Context: an optimization exercise on an open-source flow, tuned for small area. The choices shown serve that exercise and are no tape-out recipe. Only simulation tests tie the RTL to the original design; equivalence was not proved. Power and IR drop assume default switching activity.

// lian_fdc
module lian_fdc (
    input  wire        clk,
    input  wire        rst,
    input  wire        in_valid,
    input  wire        in_end,
    input  wire [7:0]  in_data,
    output wire        in_ready,
    output wire        out0_valid,
    input  wire        out0_ready,
    output wire        out1_valid,
    input  wire        out1_ready,
    output wire        out2_valid,
    input  wire        out2_ready,
    output wire        out3_valid,
    input  wire        out3_ready,
    output wire [7:0]  out_type,
    output wire [7:0]  out_data,
    output wire        out_first,
    output wire        out_last,
    output wire        out_empty,
    input  wire        csr_req,
    input  wire        csr_we,
    input  wire [7:0]  csr_addr,
    input  wire [2:0]  csr_size,
    input  wire [31:0] csr_wdata,
    output reg  [31:0] csr_rdata,
    output reg         csr_err,
    output wire        irq
);
==> module fdc_json_parser, before the edit <==
module fdc_json_parser (
    input  wire       clk,
    input  wire       start,       
    input  wire       in_valid,    
    input  wire [7:0] in_byte,
    output wire       sx_valid,    
    output wire [5:0] sx,
    output wire       grp_done,    
    output wire       ok,
    output wire [7:0] type_val,
    output reg  [4:0] ngrp,        
    output reg  [1:0] pad          
);
    localparam [3:0] S_OPEN      = 4'd0,   
                     S_KEY_START = 4'd1,   
                     S_K0        = 4'd2,   
                     S_K1        = 4'd3,   
                     S_K2        = 4'd4,   
                     S_K3        = 4'd5,   
                     S_K4        = 4'd6,   
                     S_COLON     = 4'd7,   
                     S_VAL       = 4'd8,   
                     S_NUM       = 4'd9,   
                     S_STR       = 4'd10,  
                     S_AFTER     = 4'd11,  
                     S_TRAIL     = 4'd12,  
                     S_FAIL      = 4'd13;
    reg [3:0] state;
    reg       have_t, have_d;
    reg       cur_is_data;  
    reg [7:0] num;          
    reg [1:0] gpos;         
    wire member = have_t && have_d;
    assign ok       = (state == S_TRAIL);
    assign type_val = num;
    wire       is_ws    = (in_byte == 8'h20) || (in_byte == 8'h09) ||
                          (in_byte == 8'h0A) || (in_byte == 8'h0D);
    wire       is_digit = (in_byte >= 8'h30) && (in_byte <= 8'h39);
    wire [3:0] digit    = in_byte[3:0];
    reg       is_b64;
    reg [5:0] sextet;
    always @* begin
        is_b64 = 1'b1;
        sextet = 6'd0;
        if (in_byte >= 8'h41 && in_byte <= 8'h5A)      sextet = in_byte[5:0] - 6'h01;       
        else if (in_byte >= 8'h61 && in_byte <= 8'h7A) sextet = in_byte[5:0] - 6'h07;       
        else if (in_byte >= 8'h30 && in_byte <= 8'h39) sextet = in_byte[5:0] + 6'h04;       
        else if (in_byte == 8'h2B)                     sextet = 6'd62;
        else if (in_byte == 8'h2F)                     sextet = 6'd63;
        else                                           is_b64 = 1'b0;
    end
    wire [7:0] num_next = {num[4:0], 3'd0} + {num[6:0], 1'b0} + {4'd0, digit};
    wire       num_bad  = (num == 8'd0) || (num > 8'd25) ||
                          (num == 8'd25 && digit > 4'd5);
    reg [3:0] after_state;
    always @* begin
        if (is_ws)                               after_state = S_AFTER;
        else if (in_byte == 8'h2C && !member)    after_state = S_KEY_START;
        else if (in_byte == 8'h7D && member)     after_state = S_TRAIL;
        else                                     after_state = S_FAIL;
    end
    wire in_str  = in_valid && (state == S_STR);
    wire is_pad  = (in_byte == 8'h3D);
    wire pad_ok  = (gpos == 2'd2 && pad == 2'd0) || (gpos == 2'd3 && pad != 2'd2);
    wire b64_ok  = is_b64 && (pad == 2'd0);
    assign sx_valid = in_str && (b64_ok || (is_pad && pad_ok));
    assign sx       = is_pad ? 6'd0 : sextet;
    assign grp_done = sx_valid && (gpos == 2'd3);
    always @(posedge clk) begin
        if (start) begin
            state       <= S_OPEN;
            have_t      <= 1'b0;
            have_d      <= 1'b0;
            gpos        <= 2'd0;
            pad         <= 2'd0;
            ngrp        <= 5'd0;
        end else if (in_valid) begin
            case (state)
                S_OPEN: begin
                    if (in_byte == 8'h7B)  state <= S_KEY_START;
                    else if (!is_ws)       state <= S_FAIL;
                end
                S_KEY_START: begin
                    if (in_byte == 8'h22)  state <= S_K0;
                    else if (!is_ws)       state <= S_FAIL;
                end
                S_K0: begin
                    cur_is_data <= (in_byte == "d");
                    if (in_byte == "t" || in_byte == "d") state <= S_K1;
                    else                                  state <= S_FAIL;
                end
                S_K1: begin
                    if (in_byte == (cur_is_data ? "a" : "y")) state <= S_K2;
                    else                                     state <= S_FAIL;
                end
                S_K2: begin
                    if (in_byte == (cur_is_data ? "t" : "p")) state <= S_K3;
                    else                                     state <= S_FAIL;
                end
                S_K3: begin
                    if (in_byte == (cur_is_data ? "a" : "e")) state <= S_K4;
                    else                                     state <= S_FAIL;
                end
                S_K4: begin
                    if (in_byte != 8'h22 || (cur_is_data ? have_d : have_t)) begin
                        state <= S_FAIL;
                    end else begin
                        if (cur_is_data) have_d <= 1'b1;
                        else             have_t <= 1'b1;
                        state <= S_COLON;
                    end
                end
                S_COLON: begin
                    if (in_byte == 8'h3A)  state <= S_VAL;
                    else if (!is_ws)       state <= S_FAIL;
                end
                S_VAL: begin
                    if (!is_ws) begin
                        if (!cur_is_data && is_digit) begin
                            state    <= S_NUM;
                            num      <= {4'd0, digit};
                        end else if (cur_is_data && in_byte == 8'h22) begin
                            state <= S_STR;
                        end else begin
                            state <= S_FAIL;
                        end
                    end
                end
                S_NUM: begin
                    if (is_digit) begin
                        if (num_bad) state <= S_FAIL;
                        else         num   <= num_next;
                    end else begin
                        state <= after_state;
                    end
                end
                S_STR: begin
                    if (in_byte == 8'h22) begin
                        if (gpos == 2'd0) state <= S_AFTER;
                        else              state <= S_FAIL;
                    end else if (sx_valid) begin
                        gpos <= gpos + 2'd1;
                        if (is_pad) pad <= pad + 2'd1;
                        if (gpos == 2'd3) ngrp <= ngrp + 5'd1;
                    end else begin
                        state <= S_FAIL;
                    end
                end
                S_AFTER: begin
                    state <= after_state;
                end
                S_TRAIL: begin
                    if (!is_ws) state <= S_FAIL;
                end
                default: state <= S_FAIL;
            endcase
        end
    end
endmodule
==> flow/config.mk <==
export PLATFORM = sky130hd
export DESIGN_NAME = lian_fdc
export DESIGN_NICKNAME = lian_fdc
export VERILOG_FILES = /design/flow/design.v
export SDC_FILE = /design/flow/constraint.sdc
export NUM_CORES = 4
export LEC_CHECK = 0
export CAP_MARGIN = 20
export CORE_MARGIN = 2
export CORE_UTILIZATION = 40
export SLEW_MARGIN = 20
==> flow/constraint.sdc <==
create_clock -name core_clock -period 9.5 [get_ports {clk}]
set_input_delay 1.9000 -clock core_clock [delete_from_list [all_inputs] [get_ports {clk}]]
set_output_delay 1.9000 -clock core_clock [all_outputs]
set_load 0.01 [all_outputs]
standard.sh (not shown) runs the stock make flow with config.mk's settings and CLKGATE_MAP_FILE= SYNTH_SCRIPT=/design/flow/synth_recipe.tcl, a recipe that flattens the netlist after the stock synthesis.
==> flow/flow/run.sh <==
#!/bin/bash
# Layout flow: the standard layout (standard.sh, unchanged synthesis,
# floorplan, power grid and routing), with two settings passed to ORFS's own
# scripts through their environment variables:
#  - clock tree: larger sink clusters of clkbuf_16 and no dummy loads;
#  - port buffers: sky130_fd_sc_hd__buf_1 on every input and output port.
# Each tool's full output stays in this folder: make's in standard.log, the
# ORFS steps' in orfs/logs/.
set -euo pipefail
export CTS_ARGS="-sink_clustering_enable -repair_clock_nets -sink_clustering_size 30 -sink_clustering_max_diameter 72 -buf_list sky130_fd_sc_hd__clkbuf_16 -dont_use_dummy_load"
export BUFFER_PORTS_ARGS="-buffer_cell sky130_fd_sc_hd__buf_1"
bash standard.sh > standard.log 2>&1
Rerun with:
--- a/flow/design.v
+++ b/flow/design.v
@@ -51,23 +51,18 @@
     assign type_val = num;
     wire       is_ws    = (in_byte == 8'h20) || (in_byte == 8'h09) ||
                           (in_byte == 8'h0A) || (in_byte == 8'h0D);
     wire       is_digit = (in_byte >= 8'h30) && (in_byte <= 8'h39);
     wire [3:0] digit    = in_byte[3:0];
-    reg       is_b64;
-    reg [5:0] sextet;
-    always @* begin
-        is_b64 = 1'b1;
-        sextet = 6'd0;
-        if (in_byte >= 8'h41 && in_byte <= 8'h5A)      sextet = in_byte[5:0] - 6'h01;       
-        else if (in_byte >= 8'h61 && in_byte <= 8'h7A) sextet = in_byte[5:0] - 6'h07;       
-        else if (in_byte >= 8'h30 && in_byte <= 8'h39) sextet = in_byte[5:0] + 6'h04;       
-        else if (in_byte == 8'h2B)                     sextet = 6'd62;
-        else if (in_byte == 8'h2F)                     sextet = 6'd63;
-        else                                           is_b64 = 1'b0;
-    end
-    wire [7:0] num_next = {num[4:0], 3'd0} + {num[6:0], 1'b0} + {4'd0, digit};
+    wire       is_upper = (in_byte >= 8'h41) && (in_byte <= 8'h5A);    
+    wire       is_lower = (in_byte >= 8'h61) && (in_byte <= 8'h7A);    
+    wire       is_plus  = (in_byte == 8'h2B);                           
+    wire       is_slash = (in_byte == 8'h2F);                           
+    wire       is_b64   = is_upper || is_lower || is_digit || is_plus || is_slash;
+    wire [5:0] b64_add  = is_upper ? 6'h3F : is_lower ? 6'h39 : 6'h04;
+    wire [5:0] sextet   = is_plus ? 6'd62 : is_slash ? 6'd63 : in_byte[5:0] + b64_add;
+    wire [7:0] num_next = {num[4:0], 3'd0} + {2'd0, num[4:0], 1'b0} + {4'd0, digit};
     wire       num_bad  = (num == 8'd0) || (num > 8'd25) ||
                           (num == 8'd25 && digit > 4'd5);
     reg [3:0] after_state;
     always @* begin
         if (is_ws)                               after_state = S_AFTER;
After rerunning: The changed run completed with no timing, DRC or antenna violations; synthesized cell count goes down by 0.62%; global-route usage goes down by 0.12 points; worst setup slack loses 170 ps; wire length goes down by 1.2%; synthesized area goes down by 0.41%; cell count goes down by 0.95%; utilization goes up by 0.12 points; total power goes up by 7.0%; clock skew hardly moves; hold slack gains 9.7 ps; non-clock buffer count goes down by 5; flip-flop and latch count does not change.

==> what the ideal ports hide <==
The flow's constraints put no driver on any port. The routed layouts listed below were extracted and timed again, unchanged, in two steps.
Step 1 sets driving cells, clkbuf_16 on the clock port and buf_2 on the other inputs (assumed; they add their load-dependent delay and slew).
Step 2 times the ports against the registers' clock, not the clock port: input delays grow and output delays shrink by t, the midpoint of the rising clock arrivals with the driver on.
a / b / c = no drivers / after step 1 / after step 2; a / b = the first two.
run	t, ns	setup WS [ns]	worst slew at a driven data input, ns	pins driven straight from the clock port
the first run	0.671	0.954 / 0.954 / 0.361	0.26	1
the second run	0.667	0.782 / 0.828 / 0.161	0.05	1
After both steps setup and hold are still met in every run listed. The setup slack of the second run, which loses most, moves by +0.046 ns with the drivers and by -0.621 ns with both steps.
